This design comes from an exercise in tuning for small area, a short achievable clock period and few clock cycles per item on the open sky130 flow, not from production work. RTL that was checked went through simulation tests only; none was proved equivalent to the original. No activity file was given, so power comes from the tool's default toggle rates.

== job 9551 ==
==> flow/design.v (excerpt) <==
module fastpfor_planner (
    input  wire         clk,
    input  wire         rst,
    input  wire         in_valid,
    output wire         in_ready,
    input  wire [127:0] in_data,
    output wire         out_valid,
    input  wire         out_ready,
    output wire [5:0]   out_bw,
    output wire [7:0]   out_cex,
    output wire [5:0]   out_maxb
);
export LEC_CHECK = 0
export CAP_MARGIN = 20
export CORE_MARGIN = 2
export CORE_UTILIZATION = 40
export SLEW_MARGIN = 20
create_clock -name core_clock -period 12.0 [get_ports {clk}]
standard.sh (not shown) runs the stock make flow with config.mk's settings and CLKGATE_MAP_FILE= SYNTH_SCRIPT=/design/flow/synth_recipe.tcl, a recipe that flattens the netlist after the stock synthesis.
==> flow/flow/run.sh <==
#!/bin/bash
set -euo pipefail
bash standard.sh finish \
    "SETUP_SLACK_MARGIN=${MARGIN:-8.5}" \
    "BUFFER_PORTS_ARGS=-buffer_cell sky130_fd_sc_hd__buf_2" \
    > flow_make.log 2>&1
Job 9551 did not stop at any stage, and its layout met the timing, design-rule and antenna checks.
Testbench counts of job 9551, summed over its fixed seeds: cycles 39,640, blocks 512.
What job 5644 does differently from job 9551 at the input level:
- CTS_CLUSTER_DIAMETER now 100, previously not set
- CTS_CLUSTER_SIZE now 25, previously not set
==> flow/flow/run.sh <==
#!/bin/bash
set -euo pipefail
bash standard.sh finish \
    "SETUP_SLACK_MARGIN=${MARGIN:-8.65}" \
    "BUFFER_PORTS_ARGS=-buffer_cell sky130_fd_sc_hd__buf_2" \
    > flow_make.log 2>&1
Number of distinct library cells after synthesis essentially unchanged between job 9551 and job 5644. Job 5644 gives less clock buffer count from CTS than job 9551 did. Diff job 9551..job 5644 | endpoint arrival time on the critical path | negligible. Slack of the worst reg-to-reg path is higher on job 5644.
Here is what was changed in the inputs of job 6635 compared with job 5644.
- a deleted CTS_CLUSTER_SIZE that had been 25
- an added CTS_BUF_LIST of sky130_fd_sc_hd__clkbuf_8
- a deleted CTS_CLUSTER_DIAMETER that had been 100
==> flow/flow/run.sh <==
#!/bin/bash
set -euo pipefail
bash standard.sh finish \
    "SETUP_SLACK_MARGIN=${MARGIN:-8.5}" \
    "BUFFER_PORTS_ARGS=-buffer_cell sky130_fd_sc_hd__buf_2" \
    > flow_make.log 2>&1
## What came out
Job 6635 finished every stage and its layout cleared the timing, design-rule and antenna checks. Job 5644 → job 6635: clock-buffer cell count increased 61, power rose about 17%, final-stage net count increased by 1.3% relative to the old numbers, clock group share of total power went up by 11 points, post-route clock period utilization higher. Between job 6635 and job 5644, it is job 6635 whose total non-filler cell area in the finished layout is higher, by 620 µm². Measured against job 6635, the number of gates given a new drive strength after cts of job 5644 comes out at 1.3 times the reference value. In job 6635 the post-layout instance count excluding filler cells turned out about 2.4% higher than in job 5644. Job 6635 vs job 5644 — first-pass GRT wire length climbed by a few percent. Side by side, met1 routed wirelength after detailed routing turned out higher in job 6635 than in job 5644. | non-clock buffer count | job 6635 vs job 5644 | 11 lower |.
Here is what was changed in the inputs of job 8730 compared with job 6635.
- a change of CORE_UTILIZATION from 40 to 55
- an added CTS_CLUSTER_SIZE of 25
- an added CTS_CLUSTER_DIAMETER of 100
- a deleted CTS_BUF_LIST that had been sky130_fd_sc_hd__clkbuf_8
==> comparison <==
Measured against each other, job 6635 and job 8730 differ in largest stage delay on the critical path, the higher figure coming from job 8730.
Cell count ended up about 8% lower on job 8730 than on job 6635.
Job 6635 has a higher clock period minus worst slack than job 8730.
Compared to job 6635, job 8730 has clock buffer count in the final layout 70% lower.
[inputs] job 6884 vs job 8730
- a change of CORE_UTILIZATION from 55 to 40
Findings:
Every stage of the flow completed for job 6884, and the final layout passed the timing, design-rule and antenna checks. From job 8730 to job 6884 the numbers moved as follows: via count went up 108, non-clock buffering overhead in the final layout increased 0.21 points, growth of design area from synthesis to finish increased by 1.2 points relative to the old numbers, detailed-route wire length on metal 1 moved up. The higher final wirelength came out of job 6884.


fastpfor_planner, a different RTL version from the one above (not shown whole).
For scale: about 400 flip-flops, ~150 I/O pins.
## fastpfor_planner
module fastpfor_planner (
    input  wire         clk,
    input  wire         rst,
    input  wire         in_valid,
    output wire         in_ready,
    input  wire [127:0] in_data,
    output wire         out_valid,
    input  wire         out_ready,
    output wire [5:0]   out_bw,
    output wire [7:0]   out_cex,
    output wire [5:0]   out_maxb
);
clock: 12.0 ns
lec_check: 0
abc_clock_period_in_ps: 3000
cap_margin: 20
core_margin: 2
core_utilization: 40
slew_margin: 20
run.sh (not shown) runs the stock make flow with config.mk's settings and CLKGATE_MAP_FILE= SYNTH_SCRIPT=/design/flow/synth_recipe.tcl, a recipe that flattens the netlist after the stock synthesis.
Stock flow here: none of the scripts above is used.
The baseline completed without violations.
Next try:
ABC_CLOCK_PERIOD_IN_PS = not set   (was 3000)
=>
- The new run finished with timing, DRC and antenna clean
- via count stays the same
- final area stays the same
- count of clock-buffer cells in the layout does not change
- wire length does not change
- utilization does not change
Next try:
ABC_AREA = 1   (was not set)
What happened:
- The changed run finished clean
- core utilization shrinks by 0.34 points
- via count is higher by 12%
- global-route usage rises by 0.74 points
No run of this note included a check of the RTL's function; only the layout flow was run.


rev 12:
The RTL this note starts from:
==> flow/design.v <==
module fastpfor_planner (
    input  wire         clk,
    input  wire         rst,
    input  wire         in_valid,
    output wire         in_ready,
    input  wire [127:0] in_data,
    output wire         out_valid,
    input  wire         out_ready,
    output wire [5:0]   out_bw,
    output wire [7:0]   out_cex,
    output wire [5:0]   out_maxb
);
    function [5:0] bitlen;
        input [31:0] v;
        integer i;
        begin
            bitlen = 6'd0;
            for (i = 0; i < 32; i = i + 1)
                if (v[i]) bitlen = i[5:0] + 6'd1;
        end
    endfunction
    function [5:0] min6;
        input [5:0] a, b;
        min6 = (b < a) ? b : a;
    endfunction
    function [13:0] add14;
        input [13:0] a, b;
        reg [13:0] g, p, gg, pp, g2, p2;
        integer i, s;
        begin
            g = a & b;
            p = a ^ b;
            gg = g;
            pp = p;
            for (s = 1; s < 14; s = s * 2) begin
                g2 = gg;
                p2 = pp;
                for (i = 0; i < 14; i = i + 1)
                    if ((i / s) % 2 == 1) begin
                        g2[i] = gg[i] | (pp[i] & gg[(i / s) * s - 1]);
                        p2[i] = pp[i] & pp[(i / s) * s - 1];
                    end
                gg = g2;
                pp = p2;
            end
            add14 = p ^ {gg[12:0], 1'b0};
        end
    endfunction
    function lt14;
        input [13:0] a, b;
        reg [15:0] lt, eq, lt2, eq2;
        integer i, s;
        begin
            lt = {2'b00, ~a & b};
            eq = {2'b11, ~(a ^ b)};
            for (s = 1; s < 16; s = s * 2) begin
                lt2 = lt;
                eq2 = eq;
                for (i = 0; i < 16; i = i + 2 * s) begin
                    lt2[i] = lt[i + s] | (eq[i + s] & lt[i]);
                    eq2[i] = eq[i + s] & eq[i];
                end
                lt = lt2;
                eq = eq2;
            end
            lt14 = lt[0];
        end
    endfunction
    localparam S_ACC  = 1'b0;
    localparam S_READ = 1'b1;
    reg        state;
    reg        rfirst;     
    reg        first;      
    reg        clr;        
    reg        rdy;        
    reg [5:0]  abeat;      
    reg [5:0]  mxb;        
    reg [5:0]  mnb;        
    reg [4:0]  sb;         
    reg [5:0]  sm;         
    reg        ov;
    reg [5:0]  maxb;
    reg [5:0]  bestb;
    reg [7:0]  bestc;
    assign in_ready  = rdy;
    assign out_valid = ov;
    assign out_bw    = bestb;
    assign out_cex   = bestc;
    assign out_maxb  = maxb;
    reg [23:0] bl;         
    reg [5:0]  bmx;        
    reg        bv;         
    reg        blast;      
    wire take = in_valid && rdy && !rst;
    always @(posedge clk) begin
        bl  <= take ? {bitlen(in_data[127:96]), bitlen(in_data[95:64]),
                       bitlen(in_data[63:32]),  bitlen(in_data[31:0])} : 24'd0;
        bmx <= take ? bitlen(in_data[127:96] | in_data[95:64] |
                             in_data[63:32]  | in_data[31:0]) : 6'd0;
        blast <= take && (abeat == 6'd63);
    end
    wire [255:0] cg;
    genvar k;
    generate
        for (k = 0; k < 32; k = k + 1) begin : g_cnt
            reg  [7:0] cnt;
            wire [2:0] inc = {2'b00, bl[5:0]   > k} + {2'b00, bl[11:6]  > k}
                           + {2'b00, bl[17:12] > k} + {2'b00, bl[23:18] > k};
            always @(posedge clk)
                cnt <= clr ? {5'd0, inc} : cnt + {5'd0, inc};
            assign cg[8*k +: 8] = cnt;
        end
    endgenerate
    wire [5:0] mx_n  = (clr || bmx > mxb) ? bmx : mxb;
    wire [5:0] l0 = bl[5:0], l1 = bl[11:6], l2 = bl[17:12], l3 = bl[23:18];
    wire c01 = l1 < l0, c02 = l2 < l0, c03 = l3 < l0;
    wire c12 = l2 < l1, c13 = l3 < l1, c23 = l3 < l2;
    wire p0 = !c01 && !c02 && !c03;
    wire p1 = c01 && !c12 && !c13;
    wire p2 = c02 && c12 && !c23;
    wire p3 = !p0 && !p1 && !p2;
    wire [5:0] bmn = ({6{p0}} & l0) | ({6{p1}} & l1) | ({6{p2}} & l2) | ({6{p3}} & l3);
    always @(posedge clk) begin
        mxb <= mx_n;
        if (bv) mnb <= clr ? bmn : min6(mnb, bmn);
    end
    wire       any   = (mxb != mnb);            
    wire [4:0] rem   = sb - mnb[4:0];           
    wire       rlast = !any || (rem == 5'd0);   
    wire       go    = (state == S_READ) && !(rfirst && ov);
    wire       start = go && rfirst;
    wire       done  = go && rlast;
    reg        rv, rl;
    reg [7:0]  rc;
    reg [5:0]  rm;
    reg [4:0]  rb;
    reg        mv, ml;
    reg [7:0]  mc;
    reg [4:0]  mb;
    reg [13:0] mp;
    reg [13:0] rr;
    wire       lt = lt14(mp, rr);
    reg [13:0] pp0, pp1, pp2, pp3, pp4, pp5;
    reg [13:0] s1a, c1a, s1b, c1b, s2, c2, s3, c3;
    always @(*) begin
        pp0 = {6'd0, rc & {8{rm[0]}}};
        pp1 = {5'd0, rc & {8{rm[1]}}, 1'b0};
        pp2 = {4'd0, rc & {8{rm[2]}}, 2'b0};
        pp3 = {3'd0, rc & {8{rm[3]}}, 3'b0};
        pp4 = {2'd0, rc & {8{rm[4]}}, 4'b0};
        pp5 = {1'd0, rc & {8{rm[5]}}, 5'b0};
        s1a = pp0 ^ pp1 ^ pp2;
        c1a = {(pp0 & pp1 | pp0 & pp2 | pp1 & pp2), 1'b0};
        s1b = pp3 ^ pp4 ^ pp5;
        c1b = {(pp3 & pp4 | pp3 & pp5 | pp4 & pp5), 1'b0};
        s2  = s1a ^ c1a ^ s1b;
        c2  = {(s1a & c1a | s1a & s1b | c1a & s1b), 1'b0};
        s3  = s2 ^ c2 ^ c1b;
        c3  = {(s2 & c2 | s2 & c1b | c2 & c1b), 1'b0};
    end
    always @(posedge clk) begin
        rc <= cg[8*sb +: 8];
        rm <= sm;
        rb <= sb;
        mp <= add14(s3, c3);
        mc <= rc;
        mb <= rb;
        if (state == S_READ) begin
            if (go) begin
                sb <= sb - 5'd1;
                sm <= (sm == 6'd8) ? 6'd10 : sm + 6'd1;
            end
        end else begin
            sb <= mx_n[4:0] - 5'd1;
            sm <= 6'd8;
        end
        if (start) begin
            maxb  <= mxb;
            bestb <= mxb;
            bestc <= 8'd0;
            rr    <= 14'd256;
        end else if (mv) begin
            rr <= (lt ? mp : rr) + 14'd256;
            if (lt) begin
                bestb <= {1'b0, mb};
                bestc <= mc;
            end
        end
    end
    reg state_n, first_n, done_n;
    always @(*) begin
        state_n = state;
        if (state == S_ACC) begin
            if (blast) state_n = S_READ;
        end else if (done) begin
            state_n = S_ACC;
        end
        first_n = first;
        if (bv)
            first_n = 1'b0;
        else if (done)
            first_n = 1'b1;
        done_n = (state == S_READ) && go && any && (rem == 5'd1);
    end
    always @(posedge clk) begin
        if (rst) begin
            state  <= S_ACC;
            rfirst <= 1'b0;
            first  <= 1'b1;
            clr    <= 1'b1;
            rdy    <= 1'b1;
            abeat  <= 6'd0;
            bv     <= 1'b0;
            ov     <= 1'b0;
            rv     <= 1'b0;
            rl     <= 1'b0;
            mv     <= 1'b0;
            ml     <= 1'b0;
        end else begin
            state  <= state_n;
            rfirst <= (state == S_ACC) ? blast : (rfirst && !go);
            first  <= first_n;
            clr    <= done_n || (state_n == S_ACC && first_n);
            if (take) abeat <= abeat + 6'd1;
            bv     <= take;
            if (state == S_ACC)
                rdy <= !(take && abeat == 6'd63) && !blast;
            else
                rdy <= go && (!any || rem <= 5'd2);
            rv <= go && any;
            rl <= rlast;
            mv <= rv;
            ml <= rv && rl;
            if (start && !any)
                ov <= 1'b1;
            else if (mv && ml)
                ov <= 1'b1;
            else if (out_ready)
                ov <= 1'b0;
        end
    end
endmodule
Settings: LEC_CHECK=0, CAP_MARGIN=20, CORE_MARGIN=2, CORE_UTILIZATION=40, SLEW_MARGIN=20; clock period 12.0 ns.
The inputs of rev 13 differ from those of rev 12 as listed below.
==> flow/flow/run.sh (new file) <==
#!/bin/bash
set -euo pipefail
bash standard.sh finish \
    "SETUP_SLACK_MARGIN=${MARGIN:-8.4}" \
    "BUFFER_PORTS_ARGS=-buffer_cell sky130_fd_sc_hd__buf_2" \
    > flow_make.log 2>&1
==> flow/standard.sh (new file) <==
#!/bin/bash
# synth_recipe.tcl (not shown) runs the flow's synth.tcl, then flattens the netlist and writes it again
# the make line also repeats each setting of config.mk as NAME=value (left out here)
make -C /OpenROAD-flow-scripts/flow DESIGN_CONFIG=/design/flow/config.mk WORK_HOME=/design/flow/orfs CLKGATE_MAP_FILE= SYNTH_SCRIPT=/design/flow/synth_recipe.tcl "${@:-finish}"
removed: flow/run.sh
Findings:
Compared with rev 12, in rev 13 number of ordinary and repair buffers in the finished layout saw an increase; highest achievable clock rate saw an increase; remaining max-slew budget at the tightest pin saw a decrease; count of fill cells added during filler insertion saw little to no change; multiplexer area fraction after synthesis saw little to no change. Per the comparison of rev 13 with rev 12, worst hold slack level; flop-to-flop setup slack moved up.
No functional check of the RTL was part of any run of this note.

[re-timing with driven ports]
In the flow no input, the clock included, has a driving cell. The finished layouts below were timed again as built, in two steps. Step 1 (the two cells are an assumption about what drives the block):
set clk [get_ports {clk}]
set_driving_cell -lib_cell sky130_fd_sc_hd__clkbuf_16 $clk
set_driving_cell -lib_cell sky130_fd_sc_hd__buf_2 [delete_from_list [all_inputs] $clk]
Step 2, shift: input delay + t, output delay - t, t = (earliest + latest rising clock arrival at the registers) / 2. This alone moves slack from input paths to output paths. Slacks: ideal ports / drivers / drivers and shift; pairs: ideal ports / drivers.
| run | t (ns) | slack for setup (ns) | worst setup path after step 2 | latest minus earliest clock arrival (ns) | pins driven straight from the clock port |
|---|---|---|---|---|---|
| job 9551 | 0.637 | 8.495 / 8.437 / 8.126 | input to register | 0.013 / 0.013 | 1 |
| job 5644 | 0.621 | 8.503 / 8.444 / 8.158 | input to register | 0.023 / 0.022 | 1 |
| job 6635 | 0.722 | 8.414 / 8.361 / 8.137 | input to register | 0.024 / 0.024 | 1 |
| job 8730 | 0.609 | 8.512 / 8.453 / 8.045 | input to register | 0.026 / 0.025 | 1 |
| job 6884 | 0.606 | 8.516 / 8.458 / 8.145 | input to register | 0.020 / 0.020 | 1 |
| the first run of note 2 | 0.645 | 7.767 / 7.767 / 7.323 | input to register | 0.027 / 0.027 | 1 |
| the second run of note 2 | 0.645 | 7.767 / 7.767 / 7.323 | input to register | 0.027 / 0.027 | 1 |
| the third run of note 2 | 0.638 | 7.787 / 7.816 / 7.178 | input to register | 0.030 / 0.030 | 1 |
| rev 12 | 0.649 | 7.506 / 7.506 / 6.992 | input to register | 0.031 / 0.031 | 1 |
| rev 13 | 0.655 | 8.365 / 8.398 / 7.747 | input to register | 0.037 / 0.038 | 1 |
After both steps setup and hold are still met in every run listed. For rev 13, which loses most, drivers alone change the setup slack by +0.033 ns; drivers and shift together by -0.618 ns.
